Context: an optimization exercise on an open-source flow, tuned for a short achievable clock period and few clock cycles. The choices shown serve that exercise and are no tape-out recipe.
RTL that was checked went through simulation tests only; none was proved equivalent to the original.
Only the layout flow was run in runs 4 and 5; the RTL was not checked for function there.
Power figures rest on the tool's default switching activity, not on a simulated workload.

### config.mk
export PLATFORM = sky130hd
export DESIGN_NAME = jcpu8
export DESIGN_NICKNAME = jcpu8
export VERILOG_FILES = /design/flow/design.v
export SDC_FILE = /design/flow/constraint.sdc
export NUM_CORES = 4
export LEC_CHECK = 0
export ABC_CLOCK_PERIOD_IN_PS = 2000
export CAP_MARGIN = 20
export CORE_MARGIN = 2
export CORE_UTILIZATION = 25
export GPL_ROUTABILITY_DRIVEN = 1
export PLACE_DENSITY = 0.45
export SETUP_SLACK_MARGIN = 4.0
export SLEW_MARGIN = 20
### constraint.sdc
create_clock -name core_clock -period 6.0 [get_ports {clk}]
set_input_delay 1.2000 -clock core_clock [delete_from_list [all_inputs] [get_ports {clk}]]
set_output_delay 1.2000 -clock core_clock [all_outputs]
set_load 0.01 [all_outputs]
### design.v
module jcpu8 (
    input  wire        clk,
    input  wire        rst,         
    input  wire        stall,       
    output wire [15:0] mem_addr,
    output wire        mem_we,
    output wire [7:0]  mem_wdata,
    input  wire [7:0]  mem_rdata,
    input  wire [7:0]  io0,
    output wire        io_event,
    output wire [7:0]  io_value,
    output wire        fault
);
    localparam [3:0] ID_MOV = 4'h1, ID_LW  = 4'h2, ID_SW  = 4'h3, ID_LDA = 4'h4,
                     ID_PUSH = 4'h5, ID_POP = 4'h6, ID_JNZ = 4'h7, ID_ADD = 4'h8,
                     ID_ADC = 4'h9, ID_AND = 4'hA, ID_NOR = 4'hB, ID_CMP = 4'hC;
    reg [7:0]  ra, rb, rc, rd, rl, rh, rf;
    reg [15:0] sp;
    reg [7:0]  io_prev;
    reg        faulted;
    reg        pF, pA1, pA2, pM;    
    reg [15:0] addr_q;      
    reg [15:0] ret_q;       
    reg        we_q;
    reg [7:0]  wd_q;
    reg        imm;
    reg        c_lw, c_sw, c_push, c_pop, c_jnz, c_three, c_ls;
    reg        c_mov, c_and, c_nor, c_add, c_adc, c_cmp, c_lda;
    reg [7:0]  rf_sel;      
    reg [7:0]  arg1;
    reg [7:0]  a1_sel;      
    reg [6:0]  ex_we;       
    reg        ex_lda, ex_add, ex_cmp, ex_and, ex_nor, ex_sum;
    reg        cin_q;
    reg        fl_v;        
    reg [7:0]  x1_q;        
    reg [7:0]  op2_q;       
    reg [7:0]  ex_hi;       
    reg        ex_d_f, ex_d_inv;
    reg        ex_s_reg, ex_s_same, ex_s_f;
    reg [7:0]  res_q;       
    reg        fl_d_f, fl_d_inv, fl_s_reg, fl_s_same, fl_s_f;
    reg [7:0]  fl_op2;
    reg        ev_q;
    reg [7:0]  ev_val;
    reg        fault_q;
    wire active = !stall && !faulted;
    function automatic [7:0] onehot(input [7:0] c);
        begin
            onehot = 8'd0;
            case (c)
                8'd0: onehot[0] = 1'b1;
                8'd1: onehot[1] = 1'b1;
                8'd2: onehot[2] = 1'b1;
                8'd3: onehot[3] = 1'b1;
                8'd4: onehot[4] = 1'b1;
                8'd5: onehot[5] = 1'b1;
                8'd6: onehot[6] = 1'b1;
                default: onehot[7] = 1'b1;
            endcase
        end
    endfunction
    function automatic [7:0] rsel(input [7:0] s,
                                  input [7:0] a, input [7:0] b, input [7:0] c,
                                  input [7:0] d, input [7:0] l, input [7:0] h,
                                  input [7:0] f);
        begin
            rsel = ({8{s[0]}} & a) | ({8{s[1]}} & b) | ({8{s[2]}} & c) |
                   ({8{s[3]}} & d) | ({8{s[4]}} & l) | ({8{s[5]}} & h) |
                   ({8{s[6]}} & f) | {8{s[7]}};
        end
    endfunction
    function automatic [7:0] cmpbits(input [7:0] x, input [7:0] y);
        begin
            if (x > y)       cmpbits = 8'h02;
            else if (x == y) cmpbits = 8'h04;
            else             cmpbits = 8'h08;
        end
    endfunction
    function automatic is_defined(input [7:0] b);
        begin
            if (b[3:0] == ID_LW || b[3:0] == ID_SW)
                is_defined = 1'b1;
            else if (b[6:4] != 3'd0)
                is_defined = 1'b0;
            else case (b[3:0])
                ID_MOV, ID_ADD, ID_ADC, ID_AND, ID_NOR, ID_CMP,
                ID_PUSH, ID_JNZ: is_defined = 1'b1;
                ID_LDA:          is_defined = b[7];
                ID_POP:          is_defined = ~b[7];
                default:         is_defined = 1'b0;
            endcase
        end
    endfunction
    assign mem_addr  = addr_q;
    assign mem_we    = we_q;
    assign mem_wdata = wd_q;
    assign io_event  = ev_q;
    assign io_value  = ev_val;
    assign fault     = fault_q;
    wire        hi_nz = |mem_rdata[7:3];
    reg  [7:0]  x_lo;
    always @* begin
        case (mem_rdata[2:0])
            3'd0: x_lo = ra;
            3'd1: x_lo = rb;
            3'd2: x_lo = rc;
            3'd3: x_lo = rd;
            3'd4: x_lo = rl;
            3'd5: x_lo = rh;
            3'd6: x_lo = rf;
            default: x_lo = 8'hFF;
        endcase
    end
    wire [7:0]  x_rd    = x_lo | {8{hi_nz}};
    wire [7:0]  rd_sel  = onehot(mem_rdata);
    wire [7:0]  x_a1    = rsel(a1_sel, ra, rb, rc, rd, rl, rh, rf);
    wire [7:0]  x_rf    = rsel(rf_sel, ra, rb, rc, rd, rl, rh, rf);
    wire [7:0]  opv     = imm ? mem_rdata : x_rd;
    wire [15:0] pc_inc  = addr_q + 16'd1;
    wire [15:0] sp_dec  = sp - 16'd1;
    wire [15:0] sp_inc  = sp + 16'd1;
    wire        sp_ffff = &sp;             
    wire        sp_zero = ~|sp;            
    wire [15:0] ls_addr = imm ? {arg1, mem_rdata} : {x_a1, x_rd};
    wire [7:0]  nz = {1'b1, (|rf) | fl_v, |rh, |rl, |rd, |rc, |rb, |ra};
    wire        taken = imm ? (|mem_rdata) : (nz[mem_rdata[2:0]] | hi_nz);
    wire        push_wait = fl_v && !imm;
    wire        go_ls  = pA2 && c_ls;
    wire        go_jnz = pA1 && c_jnz;
    wire [15:0] addr_early = pM ? ret_q :
                             (pA1 && c_push) ? sp_dec :
                             (pA1 && c_pop)  ? sp : pc_inc;
    wire [15:0] addr_next = go_ls ? ls_addr :
                            (go_jnz && taken) ? {rh, rl} : addr_early;
    wire        adv = !(pA1 && c_push && push_wait);
    wire [3:0]  nid = mem_rdata[3:0];
    always @(posedge clk) begin
        if (rst) begin
            pF <= 1'b1; pA1 <= 1'b0; pA2 <= 1'b0; pM <= 1'b0;
            addr_q <= 16'd0; we_q <= 1'b0;
            sp <= 16'd0;
            io_prev <= 8'd0; faulted <= 1'b0;
        end else if (active) begin
            if (adv) addr_q <= addr_next;
            we_q <= (pA1 && c_push && !push_wait && sp_dec[15]) ||
                    (pA2 && c_sw && ls_addr[15]);
            if (pF) begin
                if (io0 != io_prev) io_prev <= io0;
                if (!is_defined(mem_rdata)) faulted <= 1'b1;
                pF <= 1'b0; pA1 <= 1'b1;
            end
            if (pA1 && adv) begin
                pA1 <= 1'b0;
                if (c_three)         pA2 <= 1'b1;
                else if (c_jnz)      pF  <= 1'b1;
                else                 pM  <= 1'b1;
            end
            if (pA2) begin
                pA2 <= 1'b0;
                if (c_ls) pM <= 1'b1;
                else      pF <= 1'b1;
            end
            if (pM) begin
                pM <= 1'b0;
                pF <= 1'b1;
                if (c_push) begin
                    if (!sp_dec[15]) begin
                        faulted <= 1'b1;
                    end else begin
                        sp <= sp_dec;
                        if (sp_ffff) sp[7:0]  <= wd_q;
                        if (sp_zero) sp[15:8] <= wd_q;
                    end
                end
                if (c_pop) sp <= sp_inc;
                if (c_sw) begin
                    if (!addr_q[15]) begin
                        faulted <= 1'b1;
                    end else begin
                        if (addr_q == 16'hFFFE) sp[7:0]  <= wd_q;
                        if (addr_q == 16'hFFFF) sp[15:8] <= wd_q;
                    end
                end
            end
        end
    end
    always @(posedge clk) begin
        if (pF) begin
            imm     <= mem_rdata[7];
            c_lw    <= nid == ID_LW;
            c_sw    <= nid == ID_SW;
            c_ls    <= nid == ID_LW || nid == ID_SW;
            c_push  <= nid == ID_PUSH;
            c_pop   <= nid == ID_POP;
            c_jnz   <= nid == ID_JNZ;
            c_three <= !(nid == ID_PUSH || nid == ID_POP || nid == ID_JNZ);
            c_mov   <= nid == ID_MOV;
            c_and   <= nid == ID_AND;
            c_nor   <= nid == ID_NOR;
            c_add   <= nid == ID_ADD || nid == ID_ADC;
            c_adc   <= nid == ID_ADC;
            c_cmp   <= nid == ID_CMP;
            c_lda   <= nid == ID_LDA;
            rf_sel  <= onehot({5'd0, mem_rdata[6:4]});
        end
        if (pA1) begin
            arg1   <= mem_rdata;
            a1_sel <= rd_sel;
            wd_q   <= opv;
        end
        if (pA2) begin
            wd_q   <= x_rf;
        end
        if (pA1 || pA2) ret_q <= pc_inc;
    end
    wire fault_set = active && ((pF && !is_defined(mem_rdata)) ||
                                (pM && c_push && !sp_dec[15]) ||
                                (pM && c_sw && !addr_q[15]));
    wire ev_next   = active && pF && io0 != io_prev;
    always @(posedge clk) begin
        if (rst) begin
            ev_q    <= 1'b0;
            fault_q <= 1'b0;
        end else if (!stall) begin
            ev_q    <= ev_next;
            fault_q <= (faulted || fault_set) && !ev_next;
        end
        if (pF) ev_val <= io0;
    end
    wire [8:0] sum = {1'b0, x1_q} + {1'b0, op2_q} + {8'd0, cin_q};
    wire [7:0] res = ({8{ex_sum}} & sum[7:0]) |
                     ({8{ex_and}} & (x1_q & op2_q)) |
                     ({8{ex_nor}} & ~(x1_q | op2_q)) |
                     ({8{!(ex_sum || ex_and || ex_nor)}} & op2_q);
    wire       carry = ex_add & sum[8];
    wire [7:0] fl_x1  = fl_d_inv ? 8'hFF : fl_d_f ? rf : res_q;
    wire [7:0] fl_y   = !fl_s_reg ? fl_op2 : fl_s_same ? fl_x1 : fl_s_f ? rf : fl_op2;
    wire [7:0] fl_cmp = cmpbits(fl_x1, fl_y);
    wire [7:0] ex_cmpv = cmpbits(x1_q, op2_q);
    wire setup_alu = pA2 && !c_ls;
    wire setup_ld  = pM && (c_lw || c_pop);
    wire [7:0] ld_sel = c_lw ? rf_sel : a1_sel;
    always @(posedge clk) begin
        if (rst) begin
            ra <= 8'd0; rb <= 8'd0; rc <= 8'd0; rd <= 8'd0;
            rl <= 8'd0; rh <= 8'd0; rf <= 8'd0;
            ex_we <= 7'd0; ex_lda <= 1'b0; ex_add <= 1'b0; ex_cmp <= 1'b0;
            fl_v <= 1'b0;
        end else if (active) begin
            if (ex_we[0]) ra <= res;
            if (ex_we[1]) rb <= res;
            if (ex_we[2]) rc <= res;
            if (ex_we[3]) rd <= res;
            if (ex_we[4]) rl <= res;
            else if (ex_lda) rl <= op2_q;
            if (ex_we[5]) rh <= res;
            else if (ex_lda) rh <= ex_hi;
            if (ex_we[6])    rf <= res | {7'd0, carry};
            else if (ex_add) rf <= rf | {7'd0, carry};
            else if (ex_cmp) rf <= ex_cmpv;
            else if (fl_v)   rf <= rf | fl_cmp;
            fl_v   <= ex_add;
            ex_we  <= 7'd0;
            ex_lda <= 1'b0;
            ex_add <= 1'b0;
            ex_cmp <= 1'b0;
            if (setup_alu) begin
                ex_we  <= (c_cmp || c_lda) ? 7'd0 : a1_sel[6:0];
                ex_lda <= c_lda;
                ex_add <= c_add;
                ex_cmp <= c_cmp;
            end
            if (setup_ld) begin
                ex_we  <= ld_sel[6:0];
            end
        end
    end
    always @(posedge clk) begin
        if (setup_alu) begin
            ex_sum    <= c_add;
            ex_and    <= c_and;
            ex_nor    <= c_nor;
            cin_q     <= c_adc & rf[0];
            x1_q      <= x_a1;
            op2_q     <= opv;
            ex_hi     <= arg1;
            ex_d_f    <= a1_sel[6];
            ex_d_inv  <= a1_sel[7];
            ex_s_reg  <= !imm;
            ex_s_same <= !imm && rd_sel[6:0] == a1_sel[6:0] && !a1_sel[7];
            ex_s_f    <= !imm && rd_sel[6];
        end
        if (setup_ld) begin
            ex_sum <= 1'b0;
            ex_and <= 1'b0;
            ex_nor <= 1'b0;
            op2_q  <= mem_rdata;
        end
        if (!stall) begin
            res_q     <= res;
            fl_d_f    <= ex_d_f;
            fl_d_inv  <= ex_d_inv;
            fl_s_reg  <= ex_s_reg;
            fl_s_same <= ex_s_same;
            fl_s_f    <= ex_s_f;
            fl_op2    <= op2_q;
        end
    end
endmodule
### run.sh
#!/bin/bash
# synth_recipe.tcl (not shown) runs the flow's synth.tcl, then flattens the netlist and writes it again
# the make line also repeats each setting of config.mk as NAME=value (left out here)
make -C /OpenROAD-flow-scripts/flow DESIGN_CONFIG=/design/flow/config.mk WORK_HOME=/design/flow/orfs CLKGATE_MAP_FILE= SYNTH_SCRIPT=/design/flow/synth_recipe.tcl finish
==> reports/summary.log, run 1 <==
INFO  outcome        outcome=no timing/DRC/antenna violations
INFO  clock_tree     root_buffer=clkbuf_16
INFO  finish         layout_common_cells=nor2_1, buf_4, nand2_1
INFO  synth          proportion_of_synthesized_area_in_mux_cells=0.0389
INFO  grt            global_route.usage.total=0.222
INFO  synth          synthesis.instances=1572
INFO  floorplanning  placementRows=86
INFO  synth          yosys.area_share.adder=0.0360
INFO  clock_tree     cts_buffers=28
INFO  run            maxCapViolCount=0
INFO  power_and_ir_drop power.sequential.fraction=0.413
INFO  finish         n_fill_cell=5572
INFO  finish         final_layout_size_suffix_gt1_frac=0.352
INFO  grt            first_pass_grt_wire_length=94700microns
INFO  synth          synth_simple_gate_area_share=0.195
INFO  floorplanning  start_util=0.253
INFO  critical_path  worst-r2r-setup-slack=3.36ns
INFO  clock_tree     cts.clk_slew.worst_paths=0.06ns
INFO  placed_design  dp.cells=2275
INFO  synth          synth_top_family_by_area=compound AO/OA/AOI/OAI gates
INFO  finish         postLayoutCoreUtil=0.354
INFO  drt            drc=0
INFO  finish         multiInputGateArea=8920squm
INFO  synth          yosys.area.top_type_share=0.260
INFO  clock_tree     cts_sinks=239
INFO  critical_path  timing.critical_path.from_type=input pin
INFO  floorplanning  die-area=57800squm
INFO  floorplanning  floorplan.die.height=240microns
INFO  grt            number_of_antenna_violations_at_the_first_check_in_global_routing=4
INFO  finish         mostFrequentLayoutCell=nor2_1
INFO  critical_path  cp_max_fo=8
INFO  drt            detailed_route_wire_length=65600microns
INFO  synth          synthDominantAreaCellType=edfxtp_1
INFO  synth          synth_xor_area_frac=0.0238
INFO  grt            grt_start_max_net_pins=67
INFO  finish         ff_latch_area=6110squm
INFO  floorplanning  dieWidth=240microns
INFO  hold_path      hold_path_depth=0
INFO  synth          synth_cell_type_count=77
INFO  sta            report.final.hold_viol_count=0
INFO  power_and_ir_drop vdd_drop_max=0.000222V
INFO  synth          synthesis.area_per_instance=8.89squm
INFO  clock_tree     insertion_delay=0.57ns
INFO  synth          mapped_nets=1630
INFO  synth          ys_dominant_reg_cell=edfxtp_1
INFO  clock_tree     h-tree-depth=1
INFO  sta            final.min_clock_period=2.69ns
INFO  critical_path  slowest_stage_cell_cp=or4_4
INFO  drt            drt_iter0_markers=1413
INFO  clock_tree     cts_tree=built
INFO  sta            clock.fmax=371MHz
INFO  power_and_ir_drop total_switching_power=1.46mW
INFO  synth          top_post_synthesis_cells_by_area=edfxtp_1, dfxtp_1, nor2_1, nand2_1, ha_1
INFO  critical_path  timing.critical_path.max_delay_family=simple AND/OR/NAND/NOR gates
INFO  sta            totalNegativeSetupSlack=0ns
INFO  finish         fin_cells=2509
INFO  drt            dr_total_vias=14100
INFO  critical_path  crit_path_cell_trace=buf_2 > or4_4 > or3_4 > a41oi_2 > o31a_4 > or2_4 > mux2i_1 > o22ai_1
INFO  synth          ys.warnings.count=1
INFO  grt            first_global_vias=13600
INFO  critical_path  r2r-end=rf[3]$_SDFFE_PP0P_
INFO  sta            final.setup_skew=0.0256ns
INFO  synth          synth_enable_flop_cells=121
INFO  power_and_ir_drop power.internal=3.25mW
INFO  floorplanning  core_box_area=55200squm
INFO  power_and_ir_drop part_of_the_power_in_the_clock_network=0.362
INFO  sta            report.final.setup_viol=0
INFO  critical_path  crit_path_end_kind=flip-flop
INFO  power_and_ir_drop power.combinational.fraction=0.224
INFO  power_and_ir_drop leakage_power_total=7.03nW
INFO  synth          synth-seq-area-share=0.429
INFO  critical_path  rr_startpoint=rf[1]$_SDFFE_PP0P_
INFO  grt            overflow=0
INFO  hold_path      worst_hold_path.endpoint=fl_d_inv$_DFFE_PN_
INFO  finish         top_regs=addr_q x16, ret_q x16, sp x16
INFO  sta            final_min_period_over_clock_period=0.449
INFO  finish         syn2layout_area_growth=39.6%
INFO  placed_design  place.gp.congestion=0.918
INFO  sta            maxSlewViolCount=0
INFO  critical_path  ff2ff_path_depth=11
INFO  sta            slew-limit-headroom=0.446
INFO  hold_path      timing.hold.worst.start=ex_d_inv$_DFFE_PP_
INFO  finish         n_antenna_cell=0
INFO  hold_path      worst_hold_path_type=reg2reg
INFO  synth          synth-compound-area-share=0.227
INFO  placed_design  detailed_placer_s_ending_hpwl=44500microns
INFO  drt            ant_nets=0
INFO  critical_path  setup.worst_path.class=in2reg
INFO  sta            worst-slew-pin-transition=0.829ns
INFO  power_and_ir_drop total_power=4.71mW
INFO  critical_path  crit_path_buffers_inverters=1
INFO  drt            avgViaCountPerCell=5.62
INFO  clock_tree     clock_path_buffers=3
INFO  sta            grt_setup_unrepaired=yes
INFO  critical_path  worst_path_largest_cell_delay=0.44ns
INFO  power_and_ir_drop power_density=241nW/um^2
INFO  floorplanning  top_level_ports=54
INFO  finish         layout.nets=1797
INFO  critical_path  timing.critical_path.required=6.44ns
INFO  drt            dr.pass1.iters=6
INFO  power_and_ir_drop switching_share=0.309
INFO  placed_design  io_buffer_count=53
INFO  drt            post_drt_wl_per_cell=26.2microns
INFO  synth          fraction_of_registers_with_async_set_reset=0
INFO  synth          postSynthRegisterBits=239
INFO  synth          synth.cell_area=14000squm
INFO  critical_path  arr_time_crit_path=3.13ns
[through the flow]
stage / hold WS [ns] / setup WS (ns) / instance area (sq um)
after floorplan: 0.400 / 2.84 / 14600
after detailed placement: 0.405 / 1.67 / 15500
after global routing: 0.427 / 3.28 / 19500
after global placement: 0.404 / 1.67 / 15500
after CTS: 0.424 / 3.30 / 18300
final: 0.423 / 3.31 / 19500
[routing by layer]
metal / wire (microns) / track usage
met3: 5330 / 0.0400
met2: 30100 / 0.359
met1: 27700 / 0.297
met4: 2460 / 0.0775
met5: 32 / 0
[worst max-delay path by stage]
stage,cells past startpoint,start,to,slack [ns]
floorplan,10,mem_rdata[4],addr_q[6]$_SDFFE_PP0P_,2.84
global placement,8,mem_rdata[0],addr_q[3]$_SDFFE_PP0P_,1.67
detailed placement,8,mem_rdata[0],addr_q[2]$_SDFFE_PP0P_,1.67
CTS,8,mem_rdata[4],addr_q[6]$_SDFFE_PP0P_,3.30
global route,11,mem_rdata[4],wd_q[0]$_DFFE_PP_,3.28
finish,8,mem_rdata[7],addr_q[6]$_SDFFE_PP0P_,3.31
[area by class of cell]
cell class	count	area share
multi-input cells	1155	0.457
inverters	61	0.0125
repair inverters	1	0.000256
flip-flops and latches	239	0.313
clock buffers	39	0.0412
repair buffers	253	0.123
clock inverters	13	0.00507
well taps	748	0.0480
[logic make-up (layout without fill, tap and decap cells)]
kind of cell    Yosys count  in the layout
compound gates          460            460
xor+xnor                 38             38
flops                   239            239
fa+ha+maj                39             39
mux                      45             45
buf+inv                 181            367
simple gates            570            573
[what timing repair did]
item	4_1_cts	5_1_grt
gates resized for setup	474	185
pin swaps	56	76
setup buffers	122	54
cloned	5	1
setup endpoints to repair	230	182
hold buffers	0	0
[power groups by stage]
| stage | clock network (mW) | logic (mW) | registers [mW] |
|---|---|---|---|
| 6_report | 1.71 | 1.06 | 1.95 |
| 5_1_grt | 1.81 | 1.11 | 1.95 |
| 4_1_cts | 1.75 | 0.947 | 1.95 |
| 3_5_place_dp | 0 | 0.702 | 2.00 |
| 3_3_place_gp | 0 | 0.696 | 2.00 |
| 2_1_floorplan | 0 | 0.466 | 1.91 |
[Yosys cell counts (all sizes together) (11+ instances only)]
master  count
inv        59
a22oi      35
mux2i      25
a21oi      90
nand4      17
o21ai      77
dfxtp     118
nor3       37
o22ai      20
a22o       11
a221oi     27
nor2b      19
o221ai     15
mux2       14
and2       11
ha         37
xor2       13
nor2      172
buf        23
and3       17
clkbuf     97
a211o      13
edfxtp    121
a211oi     59
xnor2      25
nand2     142
nand2b     18
nor4       30
a31oi      22
nand3      60
Testbench counts, summed over its fixed seeds: cycles 171,981.
==> run 2: changes to the inputs <==
--- a/config.mk
+++ b/config.mk
@@ -6,5 +6,4 @@
 export NUM_CORES = 4
 export LEC_CHECK = 0
-export ABC_CLOCK_PERIOD_IN_PS = 2000
 export CAP_MARGIN = 20
 export CORE_MARGIN = 2
==> run 2 against run 1 <==
  * Maximum frequency stayed put
  * Total power is the same
  * Design area stayed put
  * Largest cell class unchanged
  * Final cell count unchanged
  * Clock power about the same
  * Highest routed layer unchanged
  * Sequential power hardly changed
==> reports/summary.log, run 2 <==
INFO  power_and_ir_drop vdd_drop_max=0.000222V [unchanged]
INFO  grt            number_of_antenna_violations_at_the_first_check_in_global_routing=4 [unchanged]
INFO  run            maxCapViolCount=0 [unchanged]
INFO  hold_path      timing.hold.worst.start=ex_d_inv$_DFFE_PP_
INFO  clock_tree     cts_buffers=28 [unchanged]
INFO  hold_path      worst_hold_path_type=reg2reg
INFO  critical_path  setup.worst_path.class=in2reg
INFO  clock_tree     h-tree-depth=1 [unchanged]
INFO  sta            slew-limit-headroom=0.446 [unchanged]
INFO  drt            dr.pass1.iters=6 [unchanged]
INFO  floorplanning  dieWidth=240microns [unchanged]
INFO  synth          synthesis.area_per_instance=8.89squm [unchanged]
INFO  critical_path  crit_end=addr_q[6]$_SDFFE_PP0P_
INFO  finish         n_antenna_cell=0 [unchanged]
INFO  sta            final.min_clock_period=2.69ns [unchanged]
INFO  grt            overflow=0 [unchanged]
INFO  sta            worst-slew-pin-transition=0.829ns [unchanged]
INFO  synth          top_post_synthesis_cells_by_area=edfxtp_1, dfxtp_1, nor2_1, nand2_1, ha_1
INFO  power_and_ir_drop leakage_power_total=7.03nW [unchanged]
INFO  grt            grt_start_max_net_pins=67 [unchanged]
INFO  drt            dr_total_vias=14100 [unchanged]
INFO  sta            report.final.hold_viol_count=0 [unchanged]
INFO  finish         mostFrequentLayoutCell=nor2_1
INFO  finish         n_fill_cell=5572 [unchanged]
INFO  finish         layout.nets=1797 [unchanged]
INFO  clock_tree     clock_path_buffers=3 [unchanged]
INFO  floorplanning  die-area=57800squm [unchanged]
INFO  synth          synthesis.instances=1572 [unchanged]
INFO  finish         multiInputGateArea=8920squm [unchanged]
INFO  finish         final_layout_size_suffix_gt1_frac=0.352 [unchanged]
INFO  synth          postSynthRegisterBits=239 [unchanged]
INFO  synth          post_synth_most_frequent_cells=nor2_1, nand2_1, edfxtp_1
INFO  drt            avgViaCountPerCell=5.62 [unchanged]
INFO  critical_path  r2r-end=rf[3]$_SDFFE_PP0P_
INFO  synth          fraction_of_registers_with_async_set_reset=0 [unchanged]
INFO  drt            post_drt_wl_per_cell=26.2microns [unchanged]
INFO  synth          mapped_nets=1630 [unchanged]
INFO  critical_path  arr_time_crit_path=3.13ns [about the same]
INFO  floorplanning  top_level_ports=54 [unchanged]
INFO  clock_tree     root_buffer=clkbuf_16
INFO  floorplanning  placementRows=86 [unchanged]
INFO  synth          synth-seq-area-share=0.429 [unchanged]
INFO  sta            grt_setup_unrepaired=yes
INFO  grt            met1_usage=0.297 [unchanged]
INFO  finish         syn2layout_area_growth=39.6% [unchanged]
INFO  critical_path  crit_path_end_kind=flip-flop
INFO  critical_path  cp_max_fo=8 [unchanged]
INFO  sta            maxSlewViolCount=0 [unchanged]
INFO  grt            grt_busiest_layer=met2
INFO  synth          ys.warnings.count=1 [unchanged]
INFO  floorplanning  start_util=0.253 [unchanged]
INFO  synth          synth.cell_area=14000squm [unchanged]
INFO  sta            clock.fmax=371MHz [unchanged]
INFO  drt            drt_iter0_markers=1413 [unchanged]
INFO  placed_design  detailed_placer_s_ending_hpwl=44500microns [unchanged]
INFO  sta            report.final.setup_viol=0 [unchanged]
INFO  grt            global_route.usage.total=0.222 [unchanged]
INFO  finish         top_regs=addr_q x16, ret_q x16, sp x16
INFO  critical_path  rr_startpoint=rf[1]$_SDFFE_PP0P_
INFO  finish         ff_latch_area=6110squm [unchanged]
INFO  clock_tree     cts-hold-fix-buffers=0 [unchanged]
INFO  grt            met3_usage=0.0400 [unchanged]
INFO  clock_tree     insertion_delay=0.57ns [about the same]
INFO  grt            first_global_vias=13600 [unchanged]
INFO  clock_tree     cts_sinks=239 [unchanged]
INFO  outcome        outcome=no timing/DRC/antenna violations
INFO  synth          ys_dominant_reg_cell=edfxtp_1
INFO  synth          yosysMostFrequentCell=nor2_1
INFO  critical_path  timing.critical_path.required=6.44ns [about the same]
INFO  grt            first_pass_grt_wire_length=94700microns [unchanged]
INFO  drt            ant_nets=0 [unchanged]
INFO  drt            drc=0 [unchanged]
INFO  power_and_ir_drop power_density=241nW/um^2 [unchanged]
INFO  placed_design  place.gp.congestion=0.918 [unchanged]
INFO  sta            totalNegativeSetupSlack=0ns [unchanged]
INFO  grt            grt_use_met2=0.359 [unchanged]
INFO  clock_tree     cts_tree=built
INFO  critical_path  timing.critical_path.from_type=input pin
INFO  drt            detailed_route_wire_length=65600microns [unchanged]
INFO  floorplanning  core_box_area=55200squm [unchanged]
INFO  sta            final.setup_skew=0.0256ns [unchanged]
INFO  synth          synth_cell_type_count=77 [unchanged]
INFO  floorplanning  floorplan.die.height=240microns [unchanged]
INFO  synth          yosys.area.top_type_share=0.260 [unchanged]
INFO  critical_path  ff2ff_path_depth=11 [unchanged]
INFO  finish         layout_common_cells=nor2_1, buf_4, nand2_1
INFO  sta            final_min_period_over_clock_period=0.449 [unchanged]
INFO  clock_tree     cts.clk_slew.worst_paths=0.06ns [about the same]
INFO  critical_path  worstSetupStartpoint=mem_rdata[7]
INFO  placed_design  io_buffer_count=53 [unchanged]
INFO  sta            final.hold.worst_slack=0.423ns [unchanged]
INFO  synth          synthDominantAreaCellType=edfxtp_1
INFO  synth          synth_enable_flop_cells=121 [unchanged]
INFO  critical_path  worst-r2r-setup-slack=3.36ns [about the same]
==> run 2: cell counts after synthesis <==
Identical to the previous run, type by type.
==> run 2: worst min-delay path by stage <==
stage	endpoint	slack (ns)	cells past startpoint
after floorplan	fl_d_f$_DFFE_PN_	0.40	0
after global placement	fl_d_inv$_DFFE_PN_	0.40	0
after detailed placement	fl_d_f$_DFFE_PN_	0.40	0
after CTS	fl_d_inv$_DFFE_PN_	0.42	0
after global routing	fl_d_inv$_DFFE_PN_	0.43	0
final	fl_d_inv$_DFFE_PN_	0.42	0
==> run 2: where the power goes <==
| part | internal, mW | switching, mW | leakage (nW) |
|---|---|---|---|
| Sequential | 1.82 | 0.130 | 2.14 |
| Clock | 0.978 | 0.729 | 0.438 |
| Combinational | 0.460 | 0.598 | 4.44 |
| Total | 3.25 | 1.46 | 7.03 |
==> run 2: cells by family (layout without fill, tap and decap cells) <==
family	Yosys count	count (layout)	share of synthesized area
xor gates and xnor gates	38	38	0.0238
adders and majority gates	39	39	0.0360
AOI/OAI and AO/OA	460	460	0.227
DFF	239	239	0.429
muxes	45	45	0.0389
buffers and inverters	181	367	0.0506
and+or+nand+nor	570	573	0.195
==> run 2: area by class of cell <==
| cell class | count | share of cell area |
|---|---|---|
| sequential | 239 | 0.313 |
| timing repair inverter | 1 | 0.000256 |
| inverter | 61 | 0.0125 |
| timing repair buffer | 253 | 0.123 |
| tap | 748 | 0.0480 |
| clock buffer | 39 | 0.0412 |
| multi-input combinational | 1155 | 0.457 |
| clock inverter | 13 | 0.00507 |
==> run 2: routing by layer <==
layer	routed length (microns)	up-vias
met4	2460	4
met3	5330	144
met2	30100	645
met1	27700	7044
met5	32	-
li1	-	6253
==> run 2: through the flow <==
stage                     cells   util  area [sq um]  total power [mW]  setup WS [ns]
after floorplan            1572      -         14600              2.37           2.84
after global placement     2273  0.281         15500              2.70           1.67
after detailed placement   2275  0.282         15500              2.70           1.67
after CTS                  2454  0.332         18300              4.64           3.30
after global routing       2509  0.354         19500              4.87           3.28
final                      2509  0.354         19500              4.71           3.31
==> run 2: what timing repair did <==
item	in CTS	in global routing
endpoints found under the setup margin	230	182
gates cloned	5	1
pin swaps	56	76
hold endpoints to repair	0	0
setup buffers	122	54
resized for setup	474	185
==> run 2: critical path: stages <==
cell,delay [ns]
buf_2,0.19
or4_4,0.44
or3_4,0.36
a41oi_2,0.20
o31a_4,0.21
or2_4,0.21
mux2i_1,0.20
o22ai_1,0.09
==> run 3: changes to the inputs <==
--- a/config.mk
+++ b/config.mk
@@ -6,4 +6,5 @@
 export NUM_CORES = 4
 export LEC_CHECK = 0
+export ABC_CLOCK_PERIOD_IN_PS = 100
 export CAP_MARGIN = 20
 export CORE_MARGIN = 2
==> run 3 against run 2 <==
  * Register-to-register slack about the same
  * Sequential cell count is the same
  * Global-route usage stayed put
  * Non-clock buffer count unchanged
  * Routed wire length unchanged
  * Critical path depth stayed put
  * Combinational power barely moved
  * Setup slack unchanged
  * Synthesized area stayed put
  * Critical path type unchanged
==> reports/summary.log, run 3 <==
INFO  sta            maxSlewViolCount=0 [unchanged]
INFO  placed_design  placed_area=15500squm [unchanged]
INFO  synth          synth_xor_area_frac=0.0238 [unchanged]
INFO  synth          synth_simple_gate_area_share=0.195 [unchanged]
INFO  placed_design  dp.cells=2275 [unchanged]
INFO  placed_design  io_buffer_count=53 [unchanged]
INFO  synth          synth_top_family_by_area=compound AO/OA/AOI/OAI gates
INFO  synth          yosysMostFrequentCell=nor2_1
INFO  grt            number_of_antenna_violations_at_the_first_check_in_global_routing=4 [unchanged]
INFO  synth          fraction_of_registers_with_async_set_reset=0 [unchanged]
INFO  critical_path  setup.worst_path.class=in2reg
INFO  grt            grt_start_max_net_pins=67 [unchanged]
INFO  grt            global_route.usage.total=0.222 [unchanged]
INFO  sta            slew-limit-headroom=0.446 [unchanged]
INFO  placed_design  dp_worst_setup_slack=1.67ns [unchanged]
INFO  finish         fin_cells=2509 [unchanged]
INFO  drt            dr.pass1.iters=6 [unchanged]
INFO  placed_design  detailed_placer_s_ending_hpwl=44500microns [unchanged]
INFO  finish         layout.nets=1797 [unchanged]
INFO  finish         multiInputGateArea=8920squm [unchanged]
INFO  finish         ff_latch_area=6110squm [unchanged]
INFO  floorplanning  die-area=57800squm [unchanged]
INFO  synth          ys_dominant_reg_cell=edfxtp_1
INFO  critical_path  timing.critical_path.required=6.44ns [about the same]
INFO  synth          post_synth_most_frequent_cells=nor2_1, nand2_1, edfxtp_1
INFO  sta            final.setup_skew=0.0256ns [unchanged]
INFO  clock_tree     insertion_delay=0.57ns [about the same]
INFO  synth          synthDominantAreaCellType=edfxtp_1
INFO  grt            first_global_vias=13600 [unchanged]
INFO  floorplanning  floorplan.die.height=240microns [unchanged]
INFO  sta            final_min_period_over_clock_period=0.449 [unchanged]
INFO  drt            detailed_route_wire_length=65600microns [unchanged]
INFO  critical_path  ff2ff_path_depth=11 [unchanged]
INFO  drt            drt_iter0_markers=1413 [unchanged]
INFO  synth          synth_cell_type_count=77 [unchanged]
INFO  sta            final.hold.worst_slack=0.423ns [unchanged]
INFO  grt            overflow=0 [unchanged]
INFO  synth          synth-seq-area-share=0.429 [unchanged]
INFO  critical_path  slowest_stage_cell_cp=or4_4
INFO  finish         top_regs=addr_q x16, ret_q x16, sp x16
INFO  synth          top_post_synthesis_cells_by_area=edfxtp_1, dfxtp_1, nor2_1, nand2_1, ha_1
INFO  critical_path  cp_max_fo=8 [unchanged]
INFO  grt            first_pass_grt_wire_length=94700microns [unchanged]
INFO  run            maxCapViolCount=0 [unchanged]
INFO  clock_tree     cts.clk_slew.worst_paths=0.06ns [about the same]
INFO  synth          ys.warnings.count=1 [unchanged]
INFO  critical_path  arr_time_crit_path=3.13ns [about the same]
INFO  floorplanning  dieWidth=240microns [unchanged]
INFO  finish         n_fill_cell=5572 [unchanged]
INFO  critical_path  worst-r2r-setup-slack=3.36ns [about the same]
INFO  synth          synth-compound-area-share=0.227 [unchanged]
INFO  synth          synthesis.area_per_instance=8.89squm [unchanged]
INFO  sta            grt_setup_unrepaired=yes
INFO  hold_path      hold_path_depth=0 [unchanged]
INFO  critical_path  timing.critical_path.from_type=input pin
INFO  drt            drc=0 [unchanged]
INFO  finish         n_antenna_cell=0 [unchanged]
INFO  floorplanning  core_box_area=55200squm [unchanged]
INFO  synth          postSynthRegisterBits=239 [unchanged]
INFO  finish         final_design_area_no_fill=19500squm [unchanged]
INFO  finish         postLayoutCoreUtil=0.354 [unchanged]
INFO  synth          yosys.area.top_type_share=0.260 [unchanged]
INFO  clock_tree     cts_buffers=28 [unchanged]
INFO  synth          synth_enable_flop_cells=121 [unchanged]
INFO  critical_path  worst_path_largest_cell_delay=0.44ns [about the same]
INFO  clock_tree     root_buffer=clkbuf_16
INFO  floorplanning  top_level_ports=54 [unchanged]
INFO  drt            avgViaCountPerCell=5.62 [unchanged]
INFO  sta            final.min_clock_period=2.69ns [unchanged]
INFO  floorplanning  placementRows=86 [unchanged]
INFO  sta            totalNegativeSetupSlack=0ns [unchanged]
INFO  drt            ant_nets=0 [unchanged]
INFO  power_and_ir_drop vdd_drop_max=0.000222V [unchanged]
INFO  clock_tree     h-tree-depth=1 [unchanged]
INFO  synth          mapped_nets=1630 [unchanged]
INFO  sta            fin_ws=3.31ns [unchanged]
INFO  critical_path  crit_path_cell_trace=buf_2 > or4_4 > or3_4 > a41oi_2 > o31a_4 > or2_4 > mux2i_1 > o22ai_1
INFO  outcome        outcome=no timing/DRC/antenna violations
INFO  drt            dr_total_vias=14100 [unchanged]
INFO  clock_tree     clock_path_buffers=3 [unchanged]
INFO  finish         final_layout_size_suffix_gt1_frac=0.352 [unchanged]
INFO  floorplanning  start_util=0.253 [unchanged]
INFO  placed_design  place.gp.congestion=0.918 [unchanged]
INFO  clock_tree     cts_tree=built
INFO  sta            report.final.setup_viol=0 [unchanged]
INFO  finish         mostFrequentLayoutCell=nor2_1
INFO  synth          synthesis.instances=1572 [unchanged]
INFO  critical_path  crit_path_end_kind=flip-flop
INFO  power_and_ir_drop leakage_power_total=7.03nW [unchanged]
INFO  power_and_ir_drop total_power=4.71mW [unchanged]
INFO  synth          synth.cell_area=14000squm [unchanged]
INFO  finish         syn2layout_area_growth=39.6% [unchanged]
INFO  sta            clock.fmax=371MHz [unchanged]
INFO  drt            post_drt_wl_per_cell=26.2microns [unchanged]
INFO  power_and_ir_drop power_density=241nW/um^2 [unchanged]
INFO  synth          yosys.area_share.adder=0.0360 [unchanged]
INFO  synth          proportion_of_synthesized_area_in_mux_cells=0.0389 [unchanged]
INFO  finish         layout_common_cells=nor2_1, buf_4, nand2_1
INFO  sta            report.final.hold_viol_count=0 [unchanged]
INFO  hold_path      worst_hold_path_type=reg2reg
INFO  sta            worst-slew-pin-transition=0.829ns [unchanged]
INFO  clock_tree     cts_sinks=239 [unchanged]
-- run 3: cell counts after synthesis --
Identical to the previous run, type by type.
-- run 3: path summary, 6_finish.rpt --
path                                          from                     end
worst max-delay path                  mem_rdata[7]  addr_q[6]$_SDFFE_PP0P_
worst min-delay path            ex_d_inv$_DFFE_PP_      fl_d_inv$_DFFE_PN_
worst max register to register  rf[1]$_SDFFE_PP0P_      rf[3]$_SDFFE_PP0P_
worst min register to register  ex_d_inv$_DFFE_PP_      fl_d_inv$_DFFE_PN_
-- run 3: repair_timing --
action | CTS | global route
gates cloned | 5 | 1
hold buffers | 0 | 0
buffers inserted | 122 | 54
pin swaps | 56 | 76
resized for setup | 474 | 185
setup endpoints to repair | 230 | 182
-- run 3: layout make-up --
cell class / count / share of cell area
multi-input cells: 1155 / 0.457
inverters: 61 / 0.0125
repair inverters: 1 / 0.000256
repair buffers: 253 / 0.123
clock inverters: 13 / 0.00507
flip-flops and latches: 239 / 0.313
well taps: 748 / 0.0480
clock buffers: 39 / 0.0412
-- run 3: logic make-up (layout without fill, tap and decap cells) --
group                      Yosys count  count (layout)
AOI/OAI and AO/OA                  460             460
xor gates and xnor gates            38              38
adders and majority gates           39              39
buffers and inverters              181             367
DFF                                239             239
muxes                               45              45
and+or+nand+nor                    570             573
-- run 3: layer usage --
layer	track usage	vias up	routed length [microns]
met5	0	-	32
met4	0.0775	4	2460
met3	0.0400	144	5330
met2	0.359	645	30100
met1	0.297	7044	27700
li1	-	6253	-
-- run 3: power by group --
part           total [mW]  leakage [nW]  switching, mW  internal [mW]
registers            1.95          2.14          0.130           1.82
logic                1.06          4.44          0.598          0.460
clock network        1.71         0.438          0.729          0.978
total                4.71          7.03           1.46           3.25
-- run 3: critical path, delay by kind of cell --
family          cells  cell delay, ns
simple gates        3            1.01
buf+inv             1            0.19
mux                 1            0.20
compound gates      3            0.50
==> run 4: changes to the inputs <==
--- a/design.v
+++ b/design.v
@@ -38,7 +38,11 @@
     reg [7:0]  ex_hi;       
     reg        ex_d_f, ex_d_inv;
-    reg        ex_s_reg, ex_s_same, ex_s_f;
+    reg        ex_s_reg;    
+    reg [2:0]  ex_s_lo;     
+    reg        ex_s_hi;     
+    reg [2:0]  ex_d_lo;     
     reg [7:0]  res_q;       
-    reg        fl_d_f, fl_d_inv, fl_s_reg, fl_s_same, fl_s_f;
+    reg        fl_c;        
+    reg        fl_d_f, fl_d_inv, fl_s_same, fl_s_f;
     reg [7:0]  fl_op2;
     reg        ev_q;
@@ -124,6 +128,6 @@
     wire        sp_zero = ~|sp;            
     wire [15:0] ls_addr = imm ? {arg1, mem_rdata} : {x_a1, x_rd};
-    wire [7:0]  nz = {1'b1, (|rf) | fl_v, |rh, |rl, |rd, |rc, |rb, |ra};
-    wire        taken = imm ? (|mem_rdata) : (nz[mem_rdata[2:0]] | hi_nz);
+    wire [7:0]  zr = {1'b0, ~((|rf) | fl_v), ~|rh, ~|rl, ~|rd, ~|rc, ~|rb, ~|ra};
+    wire        taken = imm ? (|mem_rdata) : !(zr[mem_rdata[2:0]] && !hi_nz);
     wire        push_wait = fl_v && !imm;
     wire        go_ls  = pA2 && c_ls;
@@ -235,6 +239,6 @@
                      ({8{!(ex_sum || ex_and || ex_nor)}} & op2_q);
     wire       carry = ex_add & sum[8];
-    wire [7:0] fl_x1  = fl_d_inv ? 8'hFF : fl_d_f ? rf : res_q;
-    wire [7:0] fl_y   = !fl_s_reg ? fl_op2 : fl_s_same ? fl_x1 : fl_s_f ? rf : fl_op2;
+    wire [7:0] fl_x1  = res_q | {7'd0, fl_d_f & fl_c} | {8{fl_d_inv}};
+    wire [7:0] fl_y   = fl_s_same ? fl_x1 : fl_s_f ? rf : fl_op2;
     wire [7:0] fl_cmp = cmpbits(fl_x1, fl_y);
     wire [7:0] ex_cmpv = cmpbits(x1_q, op2_q);
@@ -289,6 +293,7 @@
             ex_d_inv  <= a1_sel[7];
             ex_s_reg  <= !imm;
-            ex_s_same <= !imm && rd_sel[6:0] == a1_sel[6:0] && !a1_sel[7];
-            ex_s_f    <= !imm && rd_sel[6];
+            ex_s_lo   <= mem_rdata[2:0];
+            ex_s_hi   <= hi_nz;
+            ex_d_lo   <= arg1[2:0];
         end
         if (setup_ld) begin
@@ -300,9 +305,9 @@
         if (!stall) begin
             res_q     <= res;
+            fl_c      <= carry;
             fl_d_f    <= ex_d_f;
             fl_d_inv  <= ex_d_inv;
-            fl_s_reg  <= ex_s_reg;
-            fl_s_same <= ex_s_same;
-            fl_s_f    <= ex_s_f;
+            fl_s_same <= ex_s_reg && !ex_s_hi && !ex_d_inv && ex_s_lo == ex_d_lo;
+            fl_s_f    <= ex_s_reg && !ex_s_hi && ex_s_lo == 3'd6;
             fl_op2    <= op2_q;
         end
--- a/config.mk
+++ b/config.mk
@@ -6,5 +6,5 @@
 export NUM_CORES = 4
 export LEC_CHECK = 0
-export ABC_CLOCK_PERIOD_IN_PS = 100
+export ABC_CLOCK_PERIOD_IN_PS = 2000
 export CAP_MARGIN = 20
 export CORE_MARGIN = 2
==> run 4 against run 3 <==
  * Critical path depth rose by 1
  * Sequential cell count increased by 2
  * Die area down 0.60%
  * Clock skew down 0.011 ns
  * Sequential power hardly changed
  * Maximum frequency grew 0.94%
  * Still clean
==> reports/summary.log, run 4 <==
INFO  synth          post_synth_most_frequent_cells=nor2_1, nand2_1, edfxtp_1
INFO  finish         final_layout_size_suffix_gt1_frac=0.374 [+0.0229]
INFO  critical_path  crit_path_buffers_inverters=3 [+2]
INFO  critical_path  timing.critical_path.from_type=input pin
INFO  critical_path  critical_path_cell_count=9 [+1]
INFO  grt            first_pass_grt_wire_length=91800microns [-3.1%]
INFO  power_and_ir_drop total_power=4.91mW [+4.2%]
INFO  finish         mostFrequentLayoutCell=nor2_1
INFO  finish         n_antenna_cell=0 [unchanged]
INFO  drt            detailed_route_wire_length=63300microns [-3.5%]
INFO  synth          mapped_nets=1598 [-2.0%]
INFO  critical_path  arr_time_crit_path=3.14ns [about the same]
INFO  sta            report.final.setup_viol=0 [unchanged]
INFO  finish         n_fill_cell=5489 [-1.5%]
INFO  clock_tree     cts_tree=built
INFO  grt            global_route.usage.total=0.216 [-0.00678]
INFO  sta            final_min_period_over_clock_period=0.445 [-0.00418]
INFO  critical_path  ff2ff_path_depth=7 [-4]
INFO  synth          yosys.area.top_type_share=0.266 [+0.00592]
INFO  sta            worst-slew-pin-transition=1.12ns [+0.289 ns]
INFO  clock_tree     cts_buffers=30 [+7.1%]
INFO  finish         layout_common_cells=nor2_1, buf_4, edfxtp_1
INFO  floorplanning  top_level_ports=54 [unchanged]
INFO  floorplanning  floorplan.die.height=240microns [-0.30%]
INFO  sta            slew-limit-headroom=0.255 [-0.191]
INFO  synth          synth.cell_area=13900squm [-0.61%]
INFO  hold_path      hold_path_depth=0 [unchanged]
INFO  grt            first_global_vias=13400 [-1.7%]
INFO  power_and_ir_drop leakage_power_total=7.26nW [+3.4%]
INFO  clock_tree     cts_sinks=241 [+0.84%]
INFO  critical_path  cp_max_fo=5 [-3]
INFO  finish         ff_latch_area=6170squm [+1.0%]
INFO  grt            number_of_antenna_violations_at_the_first_check_in_global_routing=1 [-3]
INFO  placed_design  detailed_placer_s_ending_hpwl=41800microns [-5.9%]
INFO  synth          synthDominantAreaCellType=edfxtp_1
INFO  critical_path  crit_path_end_kind=flip-flop
INFO  synth          synth_enable_flop_cells=123 [+1.7%]
INFO  sta            final.min_clock_period=2.67ns [-0.0251 ns]
INFO  power_and_ir_drop power_density=246nW/um^2 [+1.9%]
INFO  critical_path  worst-r2r-setup-slack=3.46ns [+0.10 ns]
INFO  drt            avgViaCountPerCell=5.54 [-1.3%]
INFO  clock_tree     clock_path_buffers=3 [unchanged]
INFO  synth          synthesis.instances=1540 [-2.0%]
INFO  synth          synthesis.area_per_instance=9.02squm [+1.5%]
INFO  clock_tree     h-tree-depth=1 [unchanged]
INFO  drt            dr_total_vias=13900 [-1.3%]
INFO  synth          synth_cell_type_count=86 [+12%]
INFO  sta            grt_setup_unrepaired=yes
INFO  finish         final_design_area_no_fill=20000squm [+2.3%]
INFO  drt            drt_iter0_markers=1360 [-3.8%]
INFO  grt            grt_start_max_net_pins=71 [+6.0%]
INFO  finish         layout.nets=1794 [-0.17%]
INFO  placed_design  placed_area=15500squm [-0.20%]
INFO  clock_tree     insertion_delay=0.58ns [about the same]
INFO  critical_path  timing.critical_path.max_delay_family=simple AND/OR/NAND/NOR gates
INFO  sta            totalNegativeSetupSlack=0ns [unchanged]
INFO  critical_path  worst_path_largest_cell_delay=0.49ns [+0.05 ns]
INFO  hold_path      worst_hold_path_type=reg2reg
INFO  critical_path  slowest_stage_cell_cp=or4_4
INFO  floorplanning  placementRows=86 [unchanged]
INFO  floorplanning  dieWidth=240microns [-0.30%]
INFO  floorplanning  core_box_area=55000squm [-0.39%]
INFO  synth          synth-seq-area-share=0.436 [+0.00695]
INFO  clock_tree     root_buffer=clkbuf_16
INFO  sta            final.setup_skew=0.0145ns [-0.0112 ns]
INFO  clock_tree     cts-hold-fix-buffers=0 [unchanged]
INFO  floorplanning  start_util=0.253 [-0.000557]
INFO  sta            maxSlewViolCount=0 [unchanged]
INFO  placed_design  place.gp.congestion=0.958 [+4.4%]
INFO  sta            report.final.hold_viol_count=0 [unchanged]
INFO  finish         syn2layout_area_growth=43.7%
INFO  clock_tree     cts.clk_slew.worst_paths=0.06ns [about the same]
INFO  grt            overflow=0 [unchanged]
INFO  drt            ant_nets=0 [unchanged]
INFO  synth          fraction_of_registers_with_async_set_reset=0 [unchanged]
INFO  critical_path  crit_path_cell_trace=buf_12 > or3_4 > clkinv_4 > o211ai_1 > buf_4 > or4_4 > o21ai_4 > nand2_1 > a32o_1
INFO  drt            drc=0 [unchanged]
INFO  drt            dr.pass1.iters=6 [unchanged]
INFO  synth          top_post_synthesis_cells_by_area=edfxtp_1, dfxtp_1, nor2_1, mux2i_1, a21oi_1
INFO  synth          ys_dominant_reg_cell=edfxtp_1
INFO  critical_path  setup.worst_path.class=in2reg
INFO  finish         top_regs=addr_q x16, ret_q x16, sp x16
INFO  sta            clock.fmax=375MHz [+0.94%]
INFO  synth          ys.warnings.count=1 [unchanged]
INFO  synth          postSynthRegisterBits=241 [+0.84%]
INFO  power_and_ir_drop vdd_drop_max=0.000196V [-12%]
INFO  critical_path  timing.critical_path.required=6.48ns [+0.04 ns]
INFO  floorplanning  die-area=57500squm [-0.60%]
INFO  synth          yosysMostFrequentCell=nor2_1
INFO  finish         multiInputGateArea=8930squm [about the same]
INFO  placed_design  io_buffer_count=53 [unchanged]
INFO  outcome        outcome=no timing/DRC/antenna violations
INFO  run            maxCapViolCount=0 [unchanged]
INFO  drt            post_drt_wl_per_cell=25.2microns [-3.5%]
## run 4: final timing paths
kind                                         start                 endpoint
worst max-delay path                  mem_rdata[4]   addr_q[1]$_SDFFE_PP0P_
worst max register to register  rb[7]$_SDFFE_PP0P_  addr_q[10]$_SDFFE_PP0P_
worst min register to register    ex_d_f$_DFFE_PP_         fl_d_f$_DFFE_PN_
worst min-delay path              ex_d_f$_DFFE_PP_         fl_d_f$_DFFE_PN_
## run 4: timing repair
| item | CTS | global route |
|---|---|---|
| setup endpoints to repair | 251 | 176 |
| buffers inserted | 154 | 42 |
| pin swaps | 93 | 83 |
| cloned | 7 | 0 |
| resized for setup | 537 | 157 |
## run 4: cell families after synthesis
family / count (synthesis) / synth area share
multiplexers: 65 / 0.0497
buffers and inverters: 175 / 0.0504
adder cells (fa/ha/maj): 39 / 0.0362
flip-flops: 241 / 0.436
AND/OR/NAND/NOR: 534 / 0.183
XOR/XNOR: 38 / 0.0253
AO/OA/AOI/OAI: 448 / 0.219
## run 4: layout make-up
class	count	share of cell area
clock buffer	40	0.0400
clock inverter	16	0.00852
inverter	65	0.0137
multi-input combinational	1127	0.447
sequential	241	0.309
tap	748	0.0469
timing repair buffer	271	0.135
## run 4: where the power goes
group | total (mW) | switching (mW) | internal [mW]
combinational | 1.13 | 0.614 | 0.515
sequential | 1.95 | 0.120 | 1.83
clock | 1.83 | 0.766 | 1.06
## run 4: layer usage
metal	up-vias	share of wire	GRT usage
met3	182	0.074	0.0316
met4	0	0.051	0.102
met5	-	0	0
met2	672	0.46	0.340
li1	6160	-	-
met1	6892	0.42	0.289
## run 4: stage by stage
| step | hold WS, ns | cells | utilization | worst slack (ns) |
|---|---|---|---|---|
| finish | 0.425 | 2508 | 0.363 | 3.33 |
| global route | 0.437 | 2508 | 0.363 | 3.32 |
| CTS | 0.431 | 2466 | 0.345 | 3.32 |
| global placement | 0.407 | 2249 | 0.282 | 1.86 |
| floorplan | 0.400 | 1540 | - | 2.96 |
| detailed placement | 0.416 | 2249 | 0.282 | 1.76 |
## run 4: worst register-to-register path, delay by kind of cell, from the launching register on
kind	cells	cell delay (ns)
flops	1	0.39
compound gates	3	0.78
simple gates	4	1.29
==> run 5: changes to the inputs <==
--- a/config.mk
+++ b/config.mk
@@ -6,10 +6,10 @@
 export NUM_CORES = 4
 export LEC_CHECK = 0
-export ABC_CLOCK_PERIOD_IN_PS = 2000
 export CAP_MARGIN = 20
 export CORE_MARGIN = 2
-export CORE_UTILIZATION = 25
+export CORE_UTILIZATION = 45
 export GPL_ROUTABILITY_DRIVEN = 1
-export PLACE_DENSITY = 0.45
+export GPL_TIMING_DRIVEN = 1
+export PLACE_DENSITY = 0.6
 export SETUP_SLACK_MARGIN = 4.0
 export SLEW_MARGIN = 20
==> run 5 against run 4 <==
  * Sequential cell count unchanged
  * First-iteration DRC count rose by 38%
  * Combinational power decreased by 6%
  * Synthesized cell count unchanged
  * Synthesized area did not move
  * Worst hold slack improved by 0.021 ns
  * Maximum frequency rose by 1.0%
  * Critical path depth did not move
  * Core utilization rose by 25 points
  * Clock power decreased by 7%
  * Via count is 0.27% higher
  * Critical path type unchanged
==> reports/summary.log, run 5 <==
INFO  outcome        outcome=no timing/DRC/antenna violations
INFO  placed_design  dp_worst_setup_slack=1.63ns [-0.124 ns]
INFO  grt            first_global_vias=12900 [-3.8%]
INFO  synth          synth_simple_gate_area_share=0.183 [unchanged]
INFO  clock_tree     cts_buffers=28 [-6.7%]
INFO  drt            dr_total_vias=13900 [+0.27%]
INFO  floorplanning  dieWidth=180microns [-25%]
INFO  finish         fin_cells=2126 [-15%]
INFO  synth          yosys.area.top_type_share=0.266 [unchanged]
INFO  clock_tree     cts-hold-fix-buffers=0 [unchanged]
INFO  power_and_ir_drop leakage_power_total=6.98nW [-3.9%]
INFO  synth          synthDominantAreaCellType=edfxtp_1
INFO  sta            slew-limit-headroom=0.302 [+0.0469]
INFO  synth          post_synth_most_frequent_cells=nor2_1, nand2_1, edfxtp_1
INFO  critical_path  timing.critical_path.required=6.46ns [-0.02 ns]
INFO  drt            ant_nets=0 [unchanged]
INFO  run            maxCapViolCount=0 [unchanged]
INFO  grt            overflow=0 [unchanged]
INFO  finish         layout_common_cells=nor2_1, buf_4, edfxtp_1
INFO  hold_path      timing.hold.worst.start=ex_d_f$_DFFE_PP_
INFO  synth          synthesis.area_per_instance=9.02squm [unchanged]
INFO  sta            totalNegativeSetupSlack=0ns [unchanged]
INFO  synth          synth_top_family_by_area=compound AO/OA/AOI/OAI gates
INFO  sta            final.setup_skew=0.0242ns [+0.00977 ns]
INFO  sta            maxSlewViolCount=0 [unchanged]
INFO  synth          postSynthRegisterBits=241 [unchanged]
INFO  synth          mapped_nets=1598 [unchanged]
INFO  sta            final.min_clock_period=2.64ns [-0.0269 ns]
INFO  critical_path  timing.critical_path.from_type=input pin
INFO  power_and_ir_drop vdd_drop_max=0.000210V [+6.8%]
INFO  sta            final_min_period_over_clock_period=0.440 [-0.00449]
INFO  synth          synth-compound-area-share=0.219 [unchanged]
INFO  finish         postLayoutCoreUtil=0.614 [+0.251]
INFO  power_and_ir_drop power_density=251nW/um^2 [+2.2%]
INFO  finish         syn2layout_area_growth=34.9%
INFO  grt            grt_start_max_net_pins=77 [+8.5%]
INFO  finish         top_regs=addr_q x16, ret_q x16, sp x16
INFO  critical_path  slowest_stage_cell_cp=or3_4
INFO  sta            worst-slew-pin-transition=1.05ns [-0.0718 ns]
INFO  hold_path      worst_hold_path_type=reg2reg
INFO  drt            drc=0 [unchanged]
INFO  drt            detailed_route_wire_length=57000microns [-9.9%]
INFO  placed_design  io_buffer_count=53 [unchanged]
INFO  critical_path  arr_time_crit_path=3.10ns [-0.04 ns]
INFO  clock_tree     clock_path_buffers=3 [unchanged]
INFO  grt            first_pass_grt_wire_length=83200microns [-9.3%]
INFO  sta            report.final.hold_viol_count=0 [unchanged]
INFO  synth          synth-seq-area-share=0.436 [unchanged]
INFO  finish         mostFrequentLayoutCell=nor2_1
INFO  synth          fraction_of_registers_with_async_set_reset=0 [unchanged]
INFO  drt            drt_iter0_markers=1878 [+38%]
INFO  placed_design  detailed_placer_s_ending_hpwl=38100microns [-8.9%]
INFO  synth          synth_enable_flop_cells=123 [unchanged]
INFO  finish         final_layout_size_suffix_gt1_frac=0.349 [-0.0253]
INFO  floorplanning  placementRows=64 [-26%]
INFO  critical_path  worst-r2r-setup-slack=3.41ns [-0.05 ns]
INFO  placed_design  dp.cells=1892 [-16%]
INFO  critical_path  cp_max_fo=7 [+2]
INFO  synth          proportion_of_synthesized_area_in_mux_cells=0.0497 [unchanged]
INFO  finish         n_antenna_cell=0 [unchanged]
INFO  clock_tree     insertion_delay=0.58ns [about the same]
INFO  grt            met1_usage=0.477 [+0.188]
INFO  finish         layout.nets=1766 [-1.6%]
INFO  synth          synthesis.instances=1540 [unchanged]
INFO  clock_tree     cts_tree=built
INFO  grt            global_route.usage.total=0.335 [+0.120]
INFO  floorplanning  core_box_area=30500squm [-45%]
INFO  placed_design  place.gp.congestion=1.01 [+5.0%]
INFO  grt            number_of_antenna_violations_at_the_first_check_in_global_routing=0 [-1]
INFO  synth          yosysMostFrequentCell=nor2_1
INFO  critical_path  worst_path_largest_cell_delay=0.40ns [-0.09 ns]
INFO  clock_tree     h-tree-depth=1 [unchanged]
INFO  sta            report.final.setup_viol=0 [unchanged]
INFO  critical_path  worstSetupStartpoint=mem_rdata[4]
INFO  critical_path  crit_path_cell_trace=buf_12 > or3_4 > clkinv_4 > nand3_4 > o32ai_4 > nor2_2 > and4_4 > or3_1 > a311oi_2
INFO  grt            grt_busiest_layer=met2
INFO  critical_path  setup.worst_path.class=in2reg
INFO  floorplanning  die-area=32300squm [-44%]
INFO  sta            grt_setup_unrepaired=yes
INFO  synth          synth_cell_type_count=86 [unchanged]
INFO  drt            avgViaCountPerCell=6.56 [+18%]
INFO  clock_tree     cts_sinks=241 [unchanged]
INFO  floorplanning  top_level_ports=54 [unchanged]
INFO  grt            met3_usage=0.0598 [+0.0282]
INFO  grt            grt_use_met2=0.510 [+0.171]
INFO  drt            dr.pass1.iters=7 [+1]
INFO  clock_tree     root_buffer=clkbuf_16
INFO  synth          ys.warnings.count=1 [unchanged]
INFO  synth          yosys.area_share.adder=0.0362 [unchanged]
INFO  clock_tree     cts.clk_slew.worst_paths=0.07ns [about the same]
INFO  synth          ys_dominant_reg_cell=edfxtp_1
INFO  floorplanning  floorplan.die.height=180microns [-25%]
INFO  synth          top_post_synthesis_cells_by_area=edfxtp_1, dfxtp_1, nor2_1, mux2i_1, a21oi_1
INFO  sta            fin_ws=3.36ns [+0.0269 ns]
INFO  drt            post_drt_wl_per_cell=26.8microns [+6.3%]
INFO  sta            clock.fmax=379MHz [+1.0%]
INFO  critical_path  crit_path_end_kind=flip-flop
INFO  synth          synth.cell_area=13900squm [unchanged]
INFO  synth          synth_xor_area_frac=0.0253 [unchanged]
INFO  critical_path  rr_startpoint=rf[4]$_SDFFE_PP0P_
INFO  floorplanning  start_util=0.455 [+0.203]
-- run 5: cell types whose count changed in the layout (fill, tap and decap cells not counted), moves of 4 or more --
cell	delta
nor3_1	+5
o21ai_1	-6
buf_12	-7
clkbuf_1	-6
o21ai_0	+6
buf_6	-25
nand2_8	-4
xnor2_2	-4
-- run 5: final timing paths --
path	to	cells past startpoint
max	addr_q[6]$_SDFFE_PP0P_	9
min	fl_d_f$_DFFE_PN_	0
max reg2reg	addr_q[6]$_SDFFE_PP0P_	7
min reg2reg	fl_d_f$_DFFE_PN_	0
-- run 5: layout make-up --
cell class,instances,area (sq um)
inverter,65,268
sequential,241,6160
clock buffer,34,753
timing repair inverter,1,5.00
tap,396,495
timing repair buffer,243,2280
clock inverter,18,161
multi-input combinational,1128,8600
fill,2574,11800
-- run 5: cells by family after synthesis --
kind of cell,after synthesis
compound gates,448
mux,65
flops,241
xor+xnor,38
fa+ha+maj,39
simple gates,534
buf+inv,175
-- run 5: through the flow --
| stage | hold WS, ns | power, mW | instance area, sq um |
|---|---|---|---|
| after detailed placement | 0.428 | 2.66 | 15000 |
| after global placement | 0.423 | 2.66 | 15000 |
| after CTS | 0.446 | 4.59 | 17900 |
| after floorplan | 0.400 | 2.41 | 14700 |
| final | 0.446 | 4.71 | 18700 |
| after global routing | 0.457 | 4.85 | 18700 |
-- run 5: report_power, final --
group | leakage (nW) | internal, mW | switching [mW]
logic | 4.37 | 0.477 | 0.583
clock network | 0.444 | 0.947 | 0.750
registers | 2.16 | 1.83 | 0.121
-- run 5: routing by layer --
metal / routed length, microns / vias to the layer above
met5: 0 / -
met4: 2450 / 0
met3: 5800 / 175
met2: 25300 / 876
met1: 23500 / 6794
li1: - / 6098
-- run 5: critical path, delay by kind of cell --
family | cells | cell delay (ns)
and+or+nand+nor | 5 | 1.19
buffers and inverters | 2 | 0.19
AOI/OAI and AO/OA | 2 | 0.52
-- run 5: repair_timing --
action                                  CTS  global route
cloned                                    4             3
resized for setup                       461           128
endpoints found under the setup margin  253           178
setup buffers                           136            39
pin swaps                                88            69

[re-timing with driven ports]
The flow's constraints put no driver on any port. The routed layouts listed below were extracted and timed again, unchanged, in two steps.
Step 1 sets driving cells, clkbuf_16 on the clock port and buf_2 on the other inputs (assumed; they add their load-dependent delay and slew).
Step 2 adds t to the input delays and takes it off the output delays; t is the mean of the earliest and latest rising clock arrival at the registers after step 1. Input paths then give back, and output paths get back, about the clock's delay inside the block.
Slacks: no drivers / after step 1 / after step 2; pairs: no drivers / after step 1.
run | t, ns | slack for setup (ns) | hold slack, ns
run 1 | 0.619 | 3.308 / 3.321 / 2.702 | 0.423 / 0.423 / 0.423
run 2 | 0.619 | 3.308 / 3.321 / 2.702 | 0.423 / 0.423 / 0.423
run 3 | 0.619 | 3.308 / 3.321 / 2.702 | 0.423 / 0.423 / 0.423
run 4 | 0.629 | 3.333 / 3.340 / 2.711 | 0.425 / 0.425 / 0.425
run 5 | 0.621 | 3.360 / 3.342 / 2.721 | 0.446 / 0.446 / 0.446
After both steps every run listed still meets setup and hold. For run 5, which loses most, drivers alone change the setup slack by -0.018 ns; drivers and shift together by -0.639 ns.
